Source: an optimization exercise on an open RTL-to-GDS flow (aim: small area). Production flows keep margins and buffers that such runs may drop. Where RTL was checked, it was by simulation tests only, not by an equivalence proof against the original. No activity file was given, so power comes from the tool's default toggle rates.

==> inputs of 08-06 <==
==> flow/design.v <==
module ajq_rxq (
    input  wire       clk,
    input  wire       rst,
    input  wire       a_push,
    input  wire [7:0] a_data,
    output wire       a_ok,
    input  wire       b_init,
    input  wire       b_push,
    input  wire       b_pop,
    input  wire [7:0] b_data,
    output wire       b_push_ok,
    output wire       b_pop_ok,
    output wire [7:0] b_head,       
    output wire       empty,
    output wire       full
);
    reg [7:0] mem [0:15];
    reg [3:0] start_q, end_q;
    reg       full_q;
    assign full  = full_q;
    assign empty = (start_q == end_q) && !full_q;
    assign a_ok = a_push && !full_q;
    wire [3:0] end_1  = end_q + 4'd1;
    wire [3:0] end_2  = end_q + 4'd2;
    wire [3:0] end_a  = a_ok ? end_1 : end_q;
    wire       full_a = full_q || (a_ok && end_1 == start_q);
    assign b_push_ok = b_push && !full_a;
    assign b_pop_ok  = b_pop  && !empty && !a_ok || b_pop && a_ok;
    assign b_head = (a_ok && empty) ? a_data : mem[start_q];
    always @(posedge clk) begin
        if (rst || b_init) begin
            start_q <= 4'd0;
            end_q   <= 4'd0;
            full_q  <= 1'b0;
        end else begin
            start_q <= start_q + {3'd0, b_pop_ok};
            end_q   <= end_a + {3'd0, b_push_ok};
            full_q  <= !b_pop_ok && (full_a ||
                       (b_push_ok && (a_ok ? end_2 : end_1) == start_q));
        end
    end
    wire [7:0] wd_even = (a_ok && !end_q[0]) ? a_data : b_data;
    wire [7:0] wd_odd  = (a_ok &&  end_q[0]) ? a_data : b_data;
    integer i;
    always @(posedge clk) begin
        for (i = 0; i < 16; i = i + 1)
            if ((a_ok && end_q == i) || (b_push_ok && end_a == i))
                mem[i] <= i[0] ? wd_odd : wd_even;
    end
endmodule
module ajq_txq (
    input  wire       clk,
    input  wire       rst,
    input  wire       a_pop,
    output wire       a_ok,
    output wire [7:0] a_head,       
    input  wire       b_init,
    input  wire       b_push,
    input  wire       b_pop,
    input  wire [7:0] b_data,
    output wire       b_ok,
    output wire [7:0] b_head,       
    output wire       empty,
    output wire       full
);
    reg [7:0] mem [0:15];
    reg [3:0] start_q, end_q;
    reg       full_q;
    assign full  = full_q;
    assign empty = (start_q == end_q) && !full_q;
    assign a_ok = a_pop && !empty;
    wire [3:0] start_1 = start_q + 4'd1;
    wire [3:0] start_a = a_ok ? start_1 : start_q;
    wire       empty_a = empty || (a_ok && start_1 == end_q);
    wire       full_a  = full_q && !a_ok;
    wire b_push_ok = b_push && !full_a;
    wire b_pop_ok  = b_pop  && !empty_a;
    assign b_ok = b_init || b_push_ok || b_pop_ok;
    wire [2:0] row_even = start_q[3:1] + {2'd0, start_q[0]};
    wire [2:0] row_odd  = start_q[3:1];
    wire [7:0] rd_even  = mem[{row_even, 1'b0}];
    wire [7:0] rd_odd   = mem[{row_odd, 1'b1}];
    assign a_head = start_q[0] ? rd_odd  : rd_even;
    assign b_head = start_a[0] ? rd_odd  : rd_even;
    always @(posedge clk) begin
        if (rst || b_init) begin
            start_q <= 4'd0;
            end_q   <= 4'd0;
            full_q  <= 1'b0;
        end else begin
            start_q <= start_a + {3'd0, b_pop_ok};
            end_q   <= end_q + {3'd0, b_push_ok};
            full_q  <= b_push_ok ? (end_q + 4'd1 == start_a) : (full_a && !b_pop_ok);
        end
    end
    integer i;
    always @(posedge clk) begin
        for (i = 0; i < 16; i = i + 1)
            if (b_push_ok && end_q == i)
                mem[i] <= b_data;
    end
endmodule
module ajq_top #(
    parameter N_RX = 16,
    parameter N_TX = 16
) (
    input  wire        clk,
    input  wire        rst,
    input  wire        drx_req_valid,
    input  wire [39:0] drx_req,
    output wire        drx_req_ready,
    output reg         drx_rsp_valid,
    output wire [33:0] drx_rsp,
    input  wire        dtx_req_valid,
    input  wire [39:0] dtx_req,
    output wire        dtx_req_ready,
    output reg         dtx_rsp_valid,
    output wire [33:0] dtx_rsp,
    input  wire        m_req_valid,
    input  wire [39:0] m_req,
    output wire        m_req_ready,
    output reg         m_rsp_valid,
    output wire [33:0] m_rsp,
    output wire        rxq_empty,
    output wire        rxq_full,
    output wire        txq_empty,
    output wire        txq_full,
    output wire        tx_irq_en,
    output wire [31:0] pkt
);
    localparam [3:0] OP_NOP      = 4'h0,
                     OP_Q_INIT   = 4'h1,
                     OP_Q_PUSH   = 4'h2,
                     OP_Q_POP    = 4'h3,
                     OP_TP_INIT  = 4'h4,
                     OP_RX_EVENT = 4'h5,
                     OP_TX_EVENT = 4'h6,
                     OP_TRY_RECV = 4'h7,
                     OP_TRY_SEND = 4'h8,
                     OP_FR_INIT  = 4'h9,
                     OP_FEED     = 4'hA,
                     OP_POLL     = 4'hB,
                     OP_ENCODE   = 4'hC;
    reg        tx_irq_en_q;
    reg  [7:0] fw_q [0:3];       
    reg  [2:0] position_q;       
    reg [31:0] pkt_q;            
    reg        enc_busy_q;
    reg  [1:0] enc_cnt_q;        
    reg  [7:0] m_b_q;            
    reg  [7:0] enc_s_q [1:3];    
    assign drx_req_ready = 1'b1;
    assign dtx_req_ready = 1'b1;
    assign m_req_ready   = ~enc_busy_q;
    assign tx_irq_en     = tx_irq_en_q;
    assign pkt           = pkt_q;
    wire       drx_acc = drx_req_valid && !rst;
    wire [3:0] drx_op  = drx_req[39:36];
    wire       dtx_acc = dtx_req_valid && !rst;
    wire [3:0] dtx_op  = dtx_req[39:36];
    wire       m_acc   = m_req_valid && !enc_busy_q && !rst;
    wire [3:0] m_op    = m_req[39:36];
    wire       m_q     = m_req[35];
    wire [7:0] m_b     = m_req[7:0];
    wire       enc_step = enc_busy_q && !rst;
    wire rx_event = drx_acc && (drx_op == OP_RX_EVENT);
    wire tx_event = dtx_acc && (dtx_op == OP_TX_EVENT) && tx_irq_en_q;
    wire m_tp_init  = m_acc && (m_op == OP_TP_INIT);
    wire m_q_init   = m_acc && (m_op == OP_Q_INIT);
    wire m_q_push   = m_acc && (m_op == OP_Q_PUSH);
    wire m_q_pop    = m_acc && (m_op == OP_Q_POP);
    wire m_try_recv = m_acc && (m_op == OP_TRY_RECV);
    wire m_try_send = m_acc && (m_op == OP_TRY_SEND);
    wire m_fr_init  = m_acc && (m_op == OP_FR_INIT);
    wire m_feed     = m_acc && (m_op == OP_FEED);
    wire m_poll     = m_acc && (m_op == OP_POLL);
    wire m_encode   = m_acc && (m_op == OP_ENCODE);
    wire       rxq_a_ok, rxq_push_ok, rxq_pop_ok;
    wire       txq_a_ok, txq_b_ok;
    wire [7:0] rxq_head, txq_a_head, txq_b_head;
    wire rxq_b_init = m_tp_init || (m_q_init && !m_q);
    wire rxq_b_push = m_q_push && !m_q;
    wire rxq_b_pop  = (m_q_pop && !m_q) || m_try_recv || m_poll;
    wire       txq_b_init = m_tp_init || (m_q_init && m_q);
    wire       txq_b_pop  = m_q_pop && m_q;
    wire       txq_b_push = (m_q_push && m_q) || m_try_send || m_encode || enc_step;
    wire [7:0] txq_b_data = enc_busy_q ? m_b_q :
                            (m_op == OP_ENCODE) ? m_req[31:24] : m_b;
    ajq_rxq u_rxq (
        .clk(clk), .rst(rst),
        .a_push(rx_event), .a_data(drx_req[7:0]), .a_ok(rxq_a_ok),
        .b_init(rxq_b_init), .b_push(rxq_b_push), .b_pop(rxq_b_pop), .b_data(m_b),
        .b_push_ok(rxq_push_ok), .b_pop_ok(rxq_pop_ok), .b_head(rxq_head),
        .empty(rxq_empty), .full(rxq_full)
    );
    ajq_txq u_txq (
        .clk(clk), .rst(rst),
        .a_pop(tx_event), .a_ok(txq_a_ok), .a_head(txq_a_head),
        .b_init(txq_b_init), .b_push(txq_b_push), .b_pop(txq_b_pop), .b_data(txq_b_data),
        .b_ok(txq_b_ok), .b_head(txq_b_head),
        .empty(txq_empty), .full(txq_full)
    );
    wire       feed_go    = m_feed || (m_poll && rxq_pop_ok);
    wire [7:0] feed_b     = (m_op == OP_FEED) ? m_b : rxq_head;
    wire [7:0] feed_x     = fw_q[0] ^ fw_q[1] ^ fw_q[2] ^ fw_q[3];
    wire       feed_at_ck = position_q[2];
    wire       feed_load  = feed_go && !feed_at_ck;
    wire       feed_match = feed_go && feed_at_ck && (feed_x == feed_b);
    always @(posedge clk) begin
        if (rst || m_fr_init)
            position_q <= 3'd0;
        else if (feed_load)
            position_q <= position_q + 3'd1;
        else if (feed_match)
            position_q <= 3'd0;
    end
    always @(posedge clk) begin
        if (feed_go) begin
            fw_q[0] <= fw_q[1];
            fw_q[1] <= fw_q[2];
            fw_q[2] <= fw_q[3];
            fw_q[3] <= feed_b;
        end
        if (feed_match)
            pkt_q <= {fw_q[0], fw_q[1], fw_q[2], fw_q[3]};
    end
    always @(posedge clk) begin
        if (rst) begin
            enc_busy_q <= 1'b0;
        end else if (m_encode) begin
            enc_busy_q <= txq_b_ok;
        end else if (enc_step) begin
            if (!txq_b_ok || enc_cnt_q == 2'd3)
                enc_busy_q <= 1'b0;
        end
    end
    always @(posedge clk) begin
        if (enc_busy_q) begin
            enc_cnt_q  <= enc_cnt_q + 2'd1;
            enc_s_q[1] <= enc_s_q[2];
            enc_s_q[2] <= enc_s_q[3];
        end else begin
            enc_cnt_q  <= 2'd0;
            enc_s_q[1] <= m_req[15:8];
            enc_s_q[2] <= m_req[7:0];
        end
        enc_s_q[3] <= m_req[31:24] ^ m_req[23:16] ^ m_req[15:8] ^ m_req[7:0];
    end
    always @(posedge clk) begin
        if (rst || m_tp_init)
            tx_irq_en_q <= 1'b0;
        else if ((m_try_send || m_encode || enc_step) && txq_b_ok)
            tx_irq_en_q <= 1'b1;
        else if (tx_event && !txq_a_ok)
            tx_irq_en_q <= 1'b0;
    end
    reg drx_err_q, drx_ok_q;
    always @(posedge clk) begin
        drx_rsp_valid <= drx_acc;
        drx_err_q     <= (drx_op != OP_NOP) && (drx_op != OP_RX_EVENT);
        drx_ok_q      <= (drx_op == OP_NOP) || ((drx_op == OP_RX_EVENT) && rxq_a_ok);
    end
    assign drx_rsp = {drx_err_q, drx_ok_q, 32'h0};
    reg       dtx_err_q, dtx_ok_q;
    reg [7:0] dtx_b_q;
    always @(posedge clk) begin
        dtx_rsp_valid <= dtx_acc;
        dtx_err_q     <= (dtx_op != OP_NOP) && !tx_event;
        dtx_ok_q      <= (dtx_op == OP_NOP) || (tx_event && txq_a_ok);
        dtx_b_q       <= (dtx_op == OP_NOP) ? 8'h00 : txq_a_head;
    end
    assign dtx_rsp = {dtx_err_q, dtx_ok_q, 24'h0, dtx_b_q & {8{~dtx_err_q}}};
    reg       m_err_q, m_ok_q, m_pkt_q, m_pop_q;
    wire      m_reserved = (m_op > OP_ENCODE) || (m_op == OP_RX_EVENT) ||
                           (m_op == OP_TX_EVENT);
    always @(posedge clk) begin
        if (rst)
            m_rsp_valid <= 1'b0;
        else if (enc_busy_q)
            m_rsp_valid <= !txq_b_ok || (enc_cnt_q == 2'd3);
        else
            m_rsp_valid <= m_acc && !(m_encode && txq_b_ok);
        m_err_q <= !enc_busy_q && m_reserved;
        m_pkt_q <= feed_match;
        m_pop_q <= !enc_busy_q && ((m_op == OP_Q_POP) || (m_op == OP_TRY_RECV));
        m_b_q   <= enc_busy_q ? enc_s_q[1] :
                   (m_op == OP_ENCODE) ? m_req[23:16] :
                   (m_op == OP_Q_POP && m_q) ? txq_b_head : rxq_head;
        if (enc_busy_q)
            m_ok_q <= txq_b_ok;
        else case (m_op)
            OP_NOP, OP_TP_INIT, OP_FR_INIT, OP_Q_INIT:
                m_ok_q <= 1'b1;
            OP_Q_PUSH:
                m_ok_q <= m_q ? txq_b_ok : rxq_push_ok;
            OP_TRY_SEND, OP_ENCODE:
                m_ok_q <= txq_b_ok;
            OP_Q_POP:
                m_ok_q <= m_q ? txq_b_ok : rxq_pop_ok;
            OP_TRY_RECV:
                m_ok_q <= rxq_pop_ok;
            OP_FEED, OP_POLL:
                m_ok_q <= feed_match;
            default:
                m_ok_q <= 1'b0;
        endcase
    end
    assign m_rsp = {m_err_q, m_ok_q,
                    pkt_q[31:8] & {24{m_pkt_q}},
                    (pkt_q[7:0] & {8{m_pkt_q}}) | (m_b_q & {8{m_pop_q}})};
endmodule
==> flow/flow/run.sh <==
#!/bin/bash
# Layout: the standard flow (standard.sh), with smaller port buffers,
# the synthesis buffers removed and non-critical cells downsized.
set -euo pipefail
export BUFFER_PORTS_ARGS="-buffer_cell sky130_fd_sc_hd__buf_1"
export REMOVE_ABC_BUFFERS=1
export RECOVER_POWER=100
bash standard.sh \
  "BUFFER_PORTS_ARGS=$BUFFER_PORTS_ARGS" \
  "REMOVE_ABC_BUFFERS=$REMOVE_ABC_BUFFERS" \
  "RECOVER_POWER=$RECOVER_POWER" \
  finish > make_finish.log 2>&1
==> flow/standard.sh <==
#!/bin/bash
# synth_recipe.tcl (not shown) runs the flow's synth.tcl, then flattens the netlist and writes it again
# the make line also repeats each setting of config.mk as NAME=value (left out here)
make -C /OpenROAD-flow-scripts/flow DESIGN_CONFIG=/design/flow/config.mk WORK_HOME=/design/flow/orfs CLKGATE_MAP_FILE= SYNTH_SCRIPT=/design/flow/synth_recipe.tcl "${@:-finish}"
==> flow/config.mk <==
export PLATFORM = sky130hd
export DESIGN_NAME = ajq_top
export DESIGN_NICKNAME = ajq_top
export VERILOG_FILES = /design/flow/design.v
export SDC_FILE = /design/flow/constraint.sdc
export NUM_CORES = 4
export LEC_CHECK = 0
export ABC_AREA = 1
export CAP_MARGIN = 20
export CORE_MARGIN = 2
export CORE_UTILIZATION = 40
export CTS_BUF_LIST = sky130_fd_sc_hd__clkbuf_16
export CTS_CLUSTER_DIAMETER = 100
export CTS_CLUSTER_SIZE = 30
export SLEW_MARGIN = 20
==> flow/constraint.sdc <==
create_clock -name core_clock -period 10.0 [get_ports {clk}]
set_input_delay 2.0000 -clock core_clock [delete_from_list [all_inputs] [get_ports {clk}]]
set_output_delay 2.0000 -clock core_clock [all_outputs]
set_load 0.01 [all_outputs]
==> 12-24: changes against 08-06 <==
--- a/flow/flow/run.sh
+++ b/flow/flow/run.sh
@@ -4,9 +4,7 @@
 set -euo pipefail
 export BUFFER_PORTS_ARGS="-buffer_cell sky130_fd_sc_hd__buf_1"
 export REMOVE_ABC_BUFFERS=1
-export RECOVER_POWER=100
 bash standard.sh \
   "BUFFER_PORTS_ARGS=$BUFFER_PORTS_ARGS" \
   "REMOVE_ABC_BUFFERS=$REMOVE_ABC_BUFFERS" \
-  "RECOVER_POWER=$RECOVER_POWER" \
   finish > make_finish.log 2>&1
==> 06-04: changes against 08-06 <==
==> flow/run.sh (new file) <==
#!/bin/bash
# synth_recipe.tcl (not shown) runs the flow's synth.tcl, then flattens the netlist and writes it again
# the make line also repeats each setting of config.mk as NAME=value (left out here)
make -C /OpenROAD-flow-scripts/flow DESIGN_CONFIG=/design/flow/config.mk WORK_HOME=/design/flow/orfs CLKGATE_MAP_FILE= SYNTH_SCRIPT=/design/flow/synth_recipe.tcl finish
removed: flow/flow/run.sh
removed: flow/standard.sh
==> 02-19: changes against 08-06 <==
--- a/flow/design.v
+++ b/flow/design.v
@@ -16,27 +16,24 @@
 );
     reg [7:0] mem [0:15];
     reg [3:0] start_q, end_q;
-    reg       full_q;
-    assign full  = full_q;
-    assign empty = (start_q == end_q) && !full_q;
-    assign a_ok = a_push && !full_q;
-    wire [3:0] end_1  = end_q + 4'd1;
-    wire [3:0] end_2  = end_q + 4'd2;
-    wire [3:0] end_a  = a_ok ? end_1 : end_q;
-    wire       full_a = full_q || (a_ok && end_1 == start_q);
-    assign b_push_ok = b_push && !full_a;
-    assign b_pop_ok  = b_pop  && !empty && !a_ok || b_pop && a_ok;
+    reg [4:0] count_q;
+    assign empty = (count_q == 5'd0);
+    assign full  = count_q[4];
+    assign a_ok = a_push && !full;
+    wire [3:0] end_a   = end_q + {3'd0, a_ok};
+    wire [4:0] count_a = count_q + {4'd0, a_ok};
+    assign b_push_ok = b_push && !count_a[4];
+    assign b_pop_ok  = b_pop  && (count_a != 5'd0);
     assign b_head = (a_ok && empty) ? a_data : mem[start_q];
     always @(posedge clk) begin
         if (rst || b_init) begin
             start_q <= 4'd0;
             end_q   <= 4'd0;
-            full_q  <= 1'b0;
+            count_q <= 5'd0;
         end else begin
             start_q <= start_q + {3'd0, b_pop_ok};
             end_q   <= end_a + {3'd0, b_push_ok};
-            full_q  <= !b_pop_ok && (full_a ||
-                       (b_push_ok && (a_ok ? end_2 : end_1) == start_q));
+            count_q <= count_a + {5{b_pop_ok}} + {4'd0, b_push_ok};
         end
     end
     wire [7:0] wd_even = (a_ok && !end_q[0]) ? a_data : b_data;
@@ -65,16 +62,14 @@
 );
     reg [7:0] mem [0:15];
     reg [3:0] start_q, end_q;
-    reg       full_q;
-    assign full  = full_q;
-    assign empty = (start_q == end_q) && !full_q;
+    reg [4:0] count_q;
+    assign empty = (count_q == 5'd0);
+    assign full  = count_q[4];
     assign a_ok = a_pop && !empty;
-    wire [3:0] start_1 = start_q + 4'd1;
-    wire [3:0] start_a = a_ok ? start_1 : start_q;
-    wire       empty_a = empty || (a_ok && start_1 == end_q);
-    wire       full_a  = full_q && !a_ok;
-    wire b_push_ok = b_push && !full_a;
-    wire b_pop_ok  = b_pop  && !empty_a;
+    wire [3:0] start_a = start_q + {3'd0, a_ok};
+    wire [4:0] count_a = count_q - {4'd0, a_ok};
+    wire b_push_ok = b_push && !count_a[4];
+    wire b_pop_ok  = b_pop  && (count_a != 5'd0);
     assign b_ok = b_init || b_push_ok || b_pop_ok;
     wire [2:0] row_even = start_q[3:1] + {2'd0, start_q[0]};
     wire [2:0] row_odd  = start_q[3:1];
@@ -86,11 +81,11 @@
         if (rst || b_init) begin
             start_q <= 4'd0;
             end_q   <= 4'd0;
-            full_q  <= 1'b0;
+            count_q <= 5'd0;
         end else begin
             start_q <= start_a + {3'd0, b_pop_ok};
             end_q   <= end_q + {3'd0, b_push_ok};
-            full_q  <= b_push_ok ? (end_q + 4'd1 == start_a) : (full_a && !b_pop_ok);
+            count_q <= count_a + {5{b_pop_ok}} + {4'd0, b_push_ok};
         end
     end
     integer i;
@@ -147,8 +142,7 @@
     reg [31:0] pkt_q;            
     reg        enc_busy_q;
     reg  [1:0] enc_cnt_q;        
-    reg  [7:0] m_b_q;            
-    reg  [7:0] enc_s_q [1:3];    
+    reg  [7:0] enc_s_q [0:3];    
     assign drx_req_ready = 1'b1;
     assign dtx_req_ready = 1'b1;
     assign m_req_ready   = ~enc_busy_q;
@@ -184,7 +178,7 @@
     wire       txq_b_init = m_tp_init || (m_q_init && m_q);
     wire       txq_b_pop  = m_q_pop && m_q;
     wire       txq_b_push = (m_q_push && m_q) || m_try_send || m_encode || enc_step;
-    wire [7:0] txq_b_data = enc_busy_q ? m_b_q :
+    wire [7:0] txq_b_data = enc_busy_q ? enc_s_q[0] :
                             (m_op == OP_ENCODE) ? m_req[31:24] : m_b;
     ajq_rxq u_rxq (
         .clk(clk), .rst(rst),
@@ -206,6 +200,7 @@
     wire       feed_at_ck = position_q[2];
     wire       feed_load  = feed_go && !feed_at_ck;
     wire       feed_match = feed_go && feed_at_ck && (feed_x == feed_b);
+    wire       feed_slide = feed_go && feed_at_ck && (feed_x != feed_b);
     always @(posedge clk) begin
         if (rst || m_fr_init)
             position_q <= 3'd0;
@@ -215,12 +210,14 @@
             position_q <= 3'd0;
     end
     always @(posedge clk) begin
-        if (feed_go) begin
-            fw_q[0] <= fw_q[1];
-            fw_q[1] <= fw_q[2];
-            fw_q[2] <= fw_q[3];
+        if (feed_slide || (feed_load && position_q[1:0] == 2'd0))
+            fw_q[0] <= feed_slide ? fw_q[1] : feed_b;
+        if (feed_slide || (feed_load && position_q[1:0] == 2'd1))
+            fw_q[1] <= feed_slide ? fw_q[2] : feed_b;
+        if (feed_slide || (feed_load && position_q[1:0] == 2'd2))
+            fw_q[2] <= feed_slide ? fw_q[3] : feed_b;
+        if (feed_slide || (feed_load && position_q[1:0] == 2'd3))
             fw_q[3] <= feed_b;
-        end
         if (feed_match)
             pkt_q <= {fw_q[0], fw_q[1], fw_q[2], fw_q[3]};
     end
@@ -237,10 +234,12 @@
     always @(posedge clk) begin
         if (enc_busy_q) begin
             enc_cnt_q  <= enc_cnt_q + 2'd1;
+            enc_s_q[0] <= enc_s_q[1];
             enc_s_q[1] <= enc_s_q[2];
             enc_s_q[2] <= enc_s_q[3];
         end else begin
             enc_cnt_q  <= 2'd0;
+            enc_s_q[0] <= m_req[23:16];
             enc_s_q[1] <= m_req[15:8];
             enc_s_q[2] <= m_req[7:0];
         end
@@ -271,6 +270,7 @@
     end
     assign dtx_rsp = {dtx_err_q, dtx_ok_q, 24'h0, dtx_b_q & {8{~dtx_err_q}}};
     reg       m_err_q, m_ok_q, m_pkt_q, m_pop_q;
+    reg [7:0] m_b_q;
     wire      m_reserved = (m_op > OP_ENCODE) || (m_op == OP_RX_EVENT) ||
                            (m_op == OP_TX_EVENT);
     always @(posedge clk) begin
@@ -283,9 +283,7 @@
         m_err_q <= !enc_busy_q && m_reserved;
         m_pkt_q <= feed_match;
         m_pop_q <= !enc_busy_q && ((m_op == OP_Q_POP) || (m_op == OP_TRY_RECV));
-        m_b_q   <= enc_busy_q ? enc_s_q[1] :
-                   (m_op == OP_ENCODE) ? m_req[23:16] :
-                   (m_op == OP_Q_POP && m_q) ? txq_b_head : rxq_head;
+        m_b_q   <= (m_op == OP_Q_POP && m_q) ? txq_b_head : rxq_head;
         if (enc_busy_q)
             m_ok_q <= txq_b_ok;
         else case (m_op)
==> flow/run.sh (new file) <==
#!/bin/bash
# synth_recipe.tcl (not shown) runs the flow's synth.tcl, then flattens the netlist and writes it again
# the make line also repeats each setting of config.mk as NAME=value (left out here)
make -C /OpenROAD-flow-scripts/flow DESIGN_CONFIG=/design/flow/config.mk WORK_HOME=/design/flow/orfs CLKGATE_MAP_FILE= SYNTH_SCRIPT=/design/flow/synth_recipe.tcl finish
- ABC_AREA: 1 -> default
- CTS_BUF_LIST: sky130_fd_sc_hd__clkbuf_16 -> default
- CTS_CLUSTER_DIAMETER: 100 -> default
- CTS_CLUSTER_SIZE: 30 -> default
removed: flow/flow/run.sh
removed: flow/standard.sh
==> notes.md <==
In 08-06 the non-clock buffer count is lower than in 02-19, by 11.
Maximum frequency, highest first: 12-24, 06-04, 02-19, 08-06.
Of 06-04 and 08-06, 08-06 has the higher first-iteration DRC count (gap about 10%, measured against 08-06).
Of 08-06 and 02-19, 02-19 has the higher sequential power (gap about 4%, measured against 02-19).
Clock-buffer cell count is the same in 08-06 and 12-24.
Of 06-04 and 12-24, 12-24 has the higher critical path depth (gap 2).
Clock skew: 06-04 is higher than 02-19 (16 ps).
Via count: 02-19 < 06-04 < 12-24 < 08-06.
12-24 finished clean. 08-06 ran to the end with violations: max-capacitance violations, max-slew violations. 02-19 produced a clean layout. 06-04 finished clean.
Against 12-24, the final cell count of 02-19 is smaller by about 9%.
No functional check of the RTL was part of 08-06, 12-24 and 06-04.

==> static timing again, ports no longer ideal <==
The flow's constraints put no driver on any port. The routed layouts listed below were extracted and timed again, unchanged, in two steps. Step 1 sets driving cells, clkbuf_16 on the clock port and buf_2 on the other inputs (assumed; they add their load-dependent delay and slew). Step 2 times the ports against the registers' clock, not the clock port: input delays grow and output delays shrink by t, the midpoint of the rising clock arrivals with the driver on. a / b / c = ideal / step 1 / step 2; a / b = the first two.
| run | t, ns | setup WS [ns] | worst register clock-pin slew, ns |
|---|---|---|---|
| 08-06 | 0.602 | 3.585 / 3.629 / 3.027 | 0.12 / 0.12 |
| 12-24 | 0.602 | 5.385 / 5.427 / 4.825 | 0.12 / 0.12 |
| 06-04 | 0.592 | 4.953 / 4.972 / 4.380 | 0.12 / 0.12 |
| 02-19 | 0.609 | 3.715 / 3.745 / 3.136 | 0.06 / 0.06 |
The setup slack of 02-19, which loses most, moves by +0.030 ns with the drivers and by -0.579 ns with both steps.
